What follows belongs to an exercise in optimizing a design on an open flow for small area, a short achievable clock period and few clock cycles; a production flow would make more cautious choices.

==> job 7536 <==
## sixel_encoder
module sixel_encoder (
    input  wire        clk,
    input  wire        rst,           
    input  wire        start,         
    input  wire [15:0] width,
    input  wire [15:0] height,
    input  wire [15:0] dbuf_base,
    input  wire [7:0]  ncols,
    output reg         busy,
    output reg         done,
    output reg  [2:0]  err_code,
    output reg         mem_req,
    output reg  [15:0] mem_addr,
    input  wire [7:0]  mem_rdata,
    output reg         out_valid,
    output reg  [7:0]  out_data,
    input  wire        out_ready
);
export LEC_CHECK = 0
export CAP_MARGIN = 20
export CORE_MARGIN = 2
export CORE_UTILIZATION = 70
export CTS_BUF_LIST = sky130_fd_sc_hd__clkbuf_8
export CTS_CLUSTER_SIZE = 10
export PLACE_DENSITY = 0.8
export SLEW_MARGIN = 20
create_clock -name core_clock -period 13.0 [get_ports {clk}]
standard.sh (not shown) runs the stock make flow with config.mk's settings and CLKGATE_MAP_FILE= SYNTH_SCRIPT=/design/flow/synth_recipe.tcl, a recipe that flattens the netlist after the stock synthesis.
==> flow/flow/run.sh <==
#!/bin/bash
# The standard layout (the standard.sh: the standard synthesis and the
# standard ORFS steps, at the design's clock period and SDC), with two
# changes in how the layout is made:
#  - the port buffers that global placement inserts are
#    sky130_fd_sc_hd__buf_2 instead of the delay cell buffer_ports picks by
#    default; every port is still buffered;
#  - repair_timing works to a setup slack margin of 9.3 ns, so it sizes and
#    buffers the paths that set the achieved period. The clock period and the
#    constraints are the design's.
# ORFS writes each tool's log under orfs/logs; make's own output goes to
# standard_flow.log.
set -euo pipefail
export BUFFER_PORTS_ARGS="-buffer_cell sky130_fd_sc_hd__buf_2"
export SETUP_SLACK_MARGIN=9.3
bash standard.sh > standard_flow.log 2>&1
==> job 1435 (differences from job 7536) <==
--- a/flow/design.v
+++ b/flow/design.v
@@ -45,11 +45,10 @@
     reg [15:0] col_rem;       
     reg        sl_r;          
     reg [2:0]  k;             
     reg        dir;           
     reg        walk;          
-    reg        stl;           
     reg        cend_r;        
     reg        cy;            
     reg [7:0]  pc;            
     reg        lp_r;          
     reg [1:0]  pch;           
@@ -94,58 +93,46 @@
             3'd1:    digit = d1;
             default: digit = d0;
         endcase
     end
     wire [7:0] sixchar = 8'h3F + {2'b00, cur};
+    reg        s_valid;
+    reg  [7:0] s_data;
     wire       o_free = !out_valid || out_ready;
-    wire       room   = o_free;
+    wire       room   = !s_valid;
     reg        emit;
     reg  [7:0] ebyte;
     always @(*) begin
         emit  = room;
         ebyte = sixchar;
         case (es)
             E_HASH:  ebyte = 8'h23;
             E_PCD:   ebyte = {4'h3, digit};
             E_RUN:   ebyte = len_le3 ? sixchar : 8'h21;
-            E_ACC: begin
-                emit  = room && colq_v && (colq != cur);
-                ebyte = len_le3 ? sixchar : 8'h21;
-            end
             E_RDIG:  ebyte = {4'h3, digit};
             E_RCH:   ebyte = sixchar;
             E_TERM:  ebyte = (pc == 8'd0) ? 8'h2D : 8'h24;
             default: emit  = 1'b0;
         endcase
     end
     wire consume = colq_v && (es == E_FIRST || (es == E_ACC && colq == cur)) ||
-                   room && !fin && ((es == E_RUN && len_le3 && d0 == 4'd1) || es == E_RCH) ||
-                   room && colq_v && es == E_ACC && colq != cur && len_le3 && d0 == 4'd1;
+                   room && !fin && ((es == E_RUN && len_le3 && d0 == 4'd1) || es == E_RCH);
     wire       op_one   = cend_r && (!sl_r || (lp_r && !dir));
     wire       op_back  = cend_r && sl_r && !lp_r;
     wire       op_up    = !cend_r && dir;
-    wire [15:0] opnd  = (op_one || stl) ? 16'd0 : ((op_back || op_up) ? ~w_r : w_r);
-    wire [17:0] sum2  = {1'b0, mem_addr, 1'b1} + {1'b0, opnd, !op_up && !stl};
+    wire [15:0] opnd  = op_one ? 16'd0 : ((op_back || op_up) ? ~w_r : w_r);
+    wire [17:0] sum2  = {1'b0, mem_addr, 1'b1} + {1'b0, opnd, !op_up};
     wire [16:0] sum   = sum2[17:1];
     wire       can_res = w1 ? (!cq_res && es == E_FIRST) : (!cq_res || consume);
     wire [2:0] k_next  = dir ? (k - 3'd1) : (k + 3'd1);
     wire       kn_end  = dir ? (k_next == 3'd0) : (k_next == rl_r);
     wire       col_rem0 = (col_rem == 16'd0);
     wire       nb_more = (rows_left > 16'd12);
     wire [2:0] nb_rl   = nb_more ? 3'd5 : (rows_left[2:0] - 3'd7);
     always @(posedge clk) begin
-        if (rs == RS_IDLE)
-            mem_addr <= dbuf_base;
-        else if (rs == RS_PRE || (rs == RS_CHK && col_rem0))
-            mem_addr <= {d3, d2, d1, d0};
-        else
-            mem_addr <= sum[15:0];
-    end
-    always @(posedge clk) begin
         begin
-            done     <= 1'b0;
-            err_code <= E_NONE;    
+            done <= 1'b0;
             v_d     <= mem_req;
             k_d     <= k;
             cend_d  <= mem_req && cend_r;
             slast_d <= sl_r;
             if (v_d) begin
@@ -184,16 +171,16 @@
             case (rs)
                 RS_IDLE: begin
                     w_r       <= width;
                     n_r       <= ncols;
                     rows_left <= height;
+                    mem_addr  <= dbuf_base;
                     col_rem   <= width;
                     cy        <= 1'b0;
                     cend_r    <= 1'b0;
                     dir       <= 1'b0;
                     walk      <= 1'b0;
-                    stl       <= 1'b0;
                     {d3, d2, d1, d0} <= dbuf_base;
                     if (start) begin
                         busy <= 1'b1;
                         rs   <= RS_PRE;
                     end
@@ -223,10 +210,12 @@
                         err_code <= E_BUS;
                         done     <= 1'b1;
                         busy     <= 1'b0;
                         rs       <= RS_IDLE;
                     end else if (col_rem0) begin
+                        err_code <= E_NONE;
+                        mem_addr <= {d3, d2, d1, d0};
                         col_rem  <= w_r;
                         sl_r     <= w1;
                         k        <= 3'd0;
                         dir      <= 1'b0;
                         cend_r   <= (rl_r == 3'd0);
@@ -234,69 +223,68 @@
                         lp_r     <= 1'b0;
                         pch      <= 2'd0;
                         pct      <= 4'd0;
                         pcu      <= 4'd0;
                         mem_req  <= !(w1 && rl_r == 3'd0);
-                        stl      <= (w1 && rl_r == 3'd0);
                         mask     <= 6'd0;
                         rs       <= RS_RD;
                         es       <= E_HASH;
                     end else begin
+                        mem_addr <= sum[15:0];
                         cy       <= sum[16];
                         col_rem  <= col_rem - 16'd1;
                     end
                 end
                 RS_RD: begin
-                    if (!stl) begin
+                    if (mem_req || walk) begin
                         if (!cend_r) begin
+                            mem_addr <= sum[15:0];
                             k        <= k_next;
                             cend_r   <= kn_end;
                             mem_req  <= !walk && (!kn_end || can_res);
-                            stl      <= !walk && kn_end && !can_res;
                         end else begin
-                            if (!walk) cq_res <= 1'b1;
+                            if (mem_req) cq_res <= 1'b1;
                             if (walk || (sl_r && lp_r && mb_r && !dir)) begin
+                                mem_addr  <= sum[15:0];
                                 k         <= 3'd0;
                                 walk      <= 1'b0;
                                 col_rem   <= w_r;
                                 sl_r      <= w1;
                                 rows_left <= rows_left - 16'd6;
                                 mb_r      <= nb_more;
                                 rl_r      <= nb_rl;
                                 cend_r    <= (nb_rl == 3'd0);
                                 mem_req   <= (nb_rl != 3'd0);
-                                stl       <= (nb_rl == 3'd0);
                             end else if (!sl_r) begin
+                                mem_addr <= sum[15:0];
                                 col_rem  <= col_rem - 16'd1;
                                 sl_r     <= (col_rem == 16'd1);
                                 dir      <= ~dir;
                                 cend_r   <= (rl_r == 3'd0);
                                 mem_req  <= (rl_r != 3'd0);
-                                stl      <= (rl_r == 3'd0);
                             end else if (!lp_r) begin
+                                mem_addr <= sum[15:0];
                                 col_rem  <= w_r;
                                 sl_r     <= w1;
                                 dir      <= ~dir;
                                 cend_r   <= (rl_r == 3'd0);
                                 mem_req  <= (rl_r != 3'd0);
-                                stl      <= (rl_r == 3'd0);
                             end else if (!mb_r) begin
                                 mem_req <= 1'b0;
-                                stl     <= 1'b0;
                                 rs      <= RS_END;
                             end else begin
+                                mem_addr <= sum[15:0];
                                 k        <= 3'd1;
                                 dir      <= 1'b0;
                                 sl_r     <= 1'b0;
                                 walk     <= 1'b1;
                                 cend_r   <= 1'b0;      
                                 mem_req  <= 1'b0;
                             end
                         end
                     end else begin
                         mem_req <= !cend_r || can_res;
-                        stl     <= cend_r && !can_res;
                     end
                 end
                 default: ;
             endcase
             if (room) begin
@@ -361,42 +349,33 @@
                             {d4, d3, d2, d1, d0} <= {i4, i3, i2, i1, i0};
                             if (colq_l) begin
                                 fin <= 1'b1;
                                 es  <= E_RUN;
                             end
-                        end else if (room) begin
+                        end else begin
                             fin <= 1'b0;
-                            if (len_le3) begin
-                                d0 <= d0 - 4'd1;
-                                if (d0 == 4'd1) begin
-                                    cur <= colq;
-                                    {d4, d3, d2, d1, d0} <= 19'd1;
-                                    fin <= colq_l;
-                                    es  <= colq_l ? E_RUN : E_ACC;
-                                end else begin
-                                    es  <= E_RUN;
-                                end
-                            end else begin
-                                di <= len_top;
-                                es <= E_RDIG;
-                            end
+                            es  <= E_RUN;
                         end
                     end
                 end
                 E_FIN: begin
-                    if (!out_valid) begin
+                    if (o_free && !s_valid) begin
                         done <= 1'b1;
                         busy <= 1'b0;
                         rs   <= RS_IDLE;
                         es   <= E_IDLE;
                     end
                 end
                 default: ;
             endcase
             if (o_free) begin
-                out_valid <= emit;
-                out_data  <= ebyte;
+                out_valid <= s_valid || emit;
+                out_data  <= s_valid ? s_data : ebyte;
+                s_valid   <= 1'b0;
+            end else if (emit) begin
+                s_valid <= 1'b1;
+                s_data  <= ebyte;
             end
             if (consume) begin
                 colq_v <= 1'b0;
                 cq_res <= 1'b0;
             end
@@ -406,10 +385,11 @@
             es        <= E_IDLE;
             busy      <= 1'b0;
             done      <= 1'b0;
             mem_req   <= 1'b0;
             out_valid <= 1'b0;
+            s_valid   <= 1'b0;
             cq_res    <= 1'b0;
             colq_v    <= 1'b0;
             v_d       <= 1'b0;
             cend_d    <= 1'b0;
         end
==> flow/flow/run.sh (replaced) <==
#!/bin/bash
# The standard layout (the standard.sh, unchanged synthesis and steps),
# with one change: the input and output port buffers that global placement
# inserts are sky130_fd_sc_hd__buf_2 instead of the cell buffer_ports picks
# by default (a slow, larger delay buffer). Every port is still buffered.
set -euo pipefail
export BUFFER_PORTS_ARGS="-buffer_cell sky130_fd_sc_hd__buf_2"
bash standard.sh > standard_flow.log 2>&1
==> flow/config.mk (replaced) <==
export PLATFORM = sky130hd
export DESIGN_NAME = sixel_encoder
export DESIGN_NICKNAME = sixel_encoder
export VERILOG_FILES = /design/flow/design.v
export SDC_FILE = /design/flow/constraint.sdc
export NUM_CORES = 4
export LEC_CHECK = 0
export CAP_MARGIN = 20
export CORE_MARGIN = 2
export CORE_UTILIZATION = 60
export CTS_BUF_LIST = sky130_fd_sc_hd__clkbuf_8 sky130_fd_sc_hd__clkbuf_16
export PLACE_DENSITY = 0.72
export SLEW_MARGIN = 20
==> key figures <==
Floorplan
  • Num tapcells: 265

Worst setup path
  • Slowest Stage Delay on Critical Path: 890 ps
  • Reg-to-reg critical path startpoint: lp_r
  • Top delay family on crit path: compound AO/OA/AOI/OAI gates

Global routing
  • GR Util All Layers: 30.1%
  • GR Util met2: 45.6%

Status
  • Outcome: no timing/DRC/antenna violations

Timing
  • Worst Hold Slack: 464 ps
(the above is from job 1435)
==> key figures <==
Status
  • Outcome: no timing/DRC/antenna violations

Global routing
  • GR Util met2: 61.6%
  • GR Util All Layers: 37.2%

Floorplan
  • Num tapcells: 220

Worst setup path
  • Reg-to-reg critical path startpoint: dir
  • Top delay family on crit path: flip-flops
  • Slowest Stage Delay on Critical Path: 440 ps

Timing
  • Worst Hold Slack: 415 ps
(the above is from job 7536)
No functional check of the RTL was part of any run of this note.

-- static timing again, ports no longer ideal --
The results above use ideal ports. As a check the final layouts listed here were re-extracted and re-timed, cells and wires unchanged.
Step 1, drivers: a clkbuf_16 drives clk and a buf_2 each remaining input, both assumed.
Step 2 moves the port delays by t, midway between the first and last clock arrival at a register: inputs arrive t later, outputs are due t later. That takes back most of the time a late clock gives input paths.
Slacks: ideal ports / drivers / drivers and shift; pairs: ideal ports / drivers.
run | shift t [ns] | slack for setup (ns) | worst hold slack (ns) | slew at the worst register clock pin (ns) | pins driven straight from the clock port
job 7536 | 0.528 | 9.300 / 9.256 / 8.850 | 0.415 / 0.415 / 0.415 | 0.11 / 0.11 | 1
job 1435 | 0.481 | 8.579 / 8.579 / 8.579 | 0.464 / 0.464 / 0.464 | 0.08 / 0.08 | 1
After both steps setup and hold are still met in every run listed. For job 7536, which loses most, drivers alone change the setup slack by -0.044 ns; drivers and shift together by -0.450 ns.
